This design comes from an exercise in tuning for small area, a short achievable clock period and few clock cycles on the open sky130 flow, not from production work.
Function was checked by simulation only, so behaviour that the tests miss may differ from the original.

harbor:
==> flow/design.v (excerpt) <==
module yuv_encoder (
    input  wire        clk,
    input  wire        rst,
    input  wire        reg_we,
    input  wire [3:0]  reg_addr,
    input  wire [31:0] reg_wdata,
    output reg  [31:0] reg_rdata,
    output reg         mem_req,
    output reg         mem_we,
    output wire [31:0] mem_addr,
    output reg  [7:0]  mem_wdata,
    input  wire [7:0]  mem_rdata,
    input  wire        mem_ready
);
Size in the first run: ~6,800 cells after synthesis, ~670 flip-flops, ~52,000 µm² of cells after synthesis.
export LEC_CHECK = 0
export ABC_AREA = 1
export CAP_MARGIN = 20
export CORE_MARGIN = 2
export CORE_UTILIZATION = 50
export SLEW_MARGIN = 60
create_clock -name core_clock -period 25.0 [get_ports {clk}]
standard.sh (not shown) runs the stock make flow with config.mk's settings and CLKGATE_MAP_FILE= SYNTH_SCRIPT=/design/flow/synth_recipe.tcl, a recipe that flattens the netlist after the stock synthesis.
==> flow/flow/run.sh <==
#!/bin/bash
# Layout: the standard flow (standard.sh, all steps unchanged), except that
# the buffers that placement puts on every input and output port are
# sky130_fd_sc_hd__buf_4 instead of the resizer's default choice.
# The whole output of the standard flow goes to standard.log in this folder.
set -o pipefail
export BUFFER_PORTS_ARGS="-buffer_cell sky130_fd_sc_hd__buf_4"
bash standard.sh > standard.log 2>&1
No stage failed in harbor, and the final checks on the layout all came back clean.
Testbench counts of harbor, summed over its fixed seeds: cycles 151,768.
What umber does differently from harbor at the input level:
- setting CTS_BUF_LIST to sky130_fd_sc_hd__clkbuf_8 for the first time
- changing SLEW_MARGIN from 60 to 20
### Flow results
- umber vs harbor — count of clock-buffer cells in the layout climbed by more than a quarter
- The post-detailed-routing wire length reported for umber is greater than that of harbor by 670 µm.

* * *

yuv_encoder, a different RTL version from the one above (not shown whole).
Size in the first run: about 6800 cells after synthesis, about 120 I/O pins, about 0.052 mm^2 of cells after synthesis.
==> flow/config.mk <==
export PLATFORM = sky130hd
export DESIGN_NAME = yuv_encoder
export DESIGN_NICKNAME = yuv_encoder
export VERILOG_FILES = /design/flow/design.v
export SDC_FILE = /design/flow/constraint.sdc
export NUM_CORES = 4
export LEC_CHECK = 0
export ABC_AREA = 1
export CAP_MARGIN = 20
export CORE_MARGIN = 2
export CORE_UTILIZATION = 50
export SLEW_MARGIN = 80
==> flow/constraint.sdc <==
create_clock -name core_clock -period 25.0 [get_ports {clk}]
set_input_delay 5.0000 -clock core_clock [delete_from_list [all_inputs] [get_ports {clk}]]
set_output_delay 5.0000 -clock core_clock [all_outputs]
set_load 0.01 [all_outputs]
Scripts as last shown in full above: flow/flow/run.sh
Testbench counts at the start, summed over its fixed seeds: cycles 151,768.
Edit:
- CAP_MARGIN: 20 -> 0
- SLEW_MARGIN: 80 -> 60
Utilization falls by 6.1 points. Worst setup slack is worse by 0.11 ns.

* * *

Starting RTL as in the previous note.
==> flow/config.mk <==
export PLATFORM = sky130hd
export DESIGN_NAME = yuv_encoder
export DESIGN_NICKNAME = yuv_encoder
export VERILOG_FILES = /design/flow/design.v
export SDC_FILE = /design/flow/constraint.sdc
export NUM_CORES = 4
export LEC_CHECK = 0
export CAP_MARGIN = 20
export CORE_MARGIN = 2
export CORE_UTILIZATION = 50
export SLEW_MARGIN = 60
==> flow/constraint.sdc <==
create_clock -name core_clock -period 25.0 [get_ports {clk}]
set_input_delay 5.0000 -clock core_clock [delete_from_list [all_inputs] [get_ports {clk}]]
set_output_delay 5.0000 -clock core_clock [all_outputs]
set_load 0.01 [all_outputs]
Scripts as last shown in full above: flow/flow/run.sh
The starting point ran to the end with no violations.
Testbench counts at the start, summed over its fixed seeds: cycles 151,768.
Rerun with:
Settings changed: ABC_AREA set to 1.
The changed run passed the timing, design-rule and antenna checks.
Design area stays flat.
Worst setup slack loses 0.37 ns.
Global-route usage grows by 0.41 points.
Final cell count went up by 11%.
Sequential share of layout area stays flat.
Register-to-register slack improved by 0.40 ns.
Hold slack is worse by 0.039 ns.

[separate check: timing with driven ports]
How much do the figures lean on ideal ports? The routed layouts below were timed once more, with nothing changed but the port constraints.
Step 1: set_driving_cell puts a clkbuf_16 on clk and a buf_2 on each other input, an assumption about the parent block.
Step 2 times the ports against the registers' clock, not the clock port: input delays grow and output delays shrink by t, the midpoint of the rising clock arrivals with the driver on.
Three values: ideal, step 1, step 2; two values: the first two.
| run | shift t [ns] | setup WS [ns] | clock arrival spread, ns | slew at the worst register clock pin (ns) |
|---|---|---|---|---|
| harbor | 0.736 | 12.722 / 12.722 / 12.722 | 0.058 / 0.058 | 0.07 / 0.07 |
| umber | 0.879 | 11.697 / 11.676 / 11.676 | 0.093 / 0.093 | 0.07 / 0.07 |
| the first run of note 2 | 0.756 | 12.813 / 12.791 / 12.791 | 0.082 / 0.082 | 0.07 / 0.07 |
| the second run of note 2 | 0.748 | 12.704 / 12.681 / 12.681 | 0.063 / 0.063 | 0.07 / 0.07 |
| the first run of note 3 | 0.757 | 13.069 / 13.037 / 13.037 | 0.054 / 0.054 | 0.07 / 0.07 |
| the second run of note 3 | 0.748 | 12.704 / 12.681 / 12.681 | 0.063 / 0.063 | 0.07 / 0.07 |
After both steps setup and hold are still met in every run listed. For the first run of note 3, which loses most, drivers alone change the setup slack by -0.032 ns; drivers and shift together by -0.032 ns.
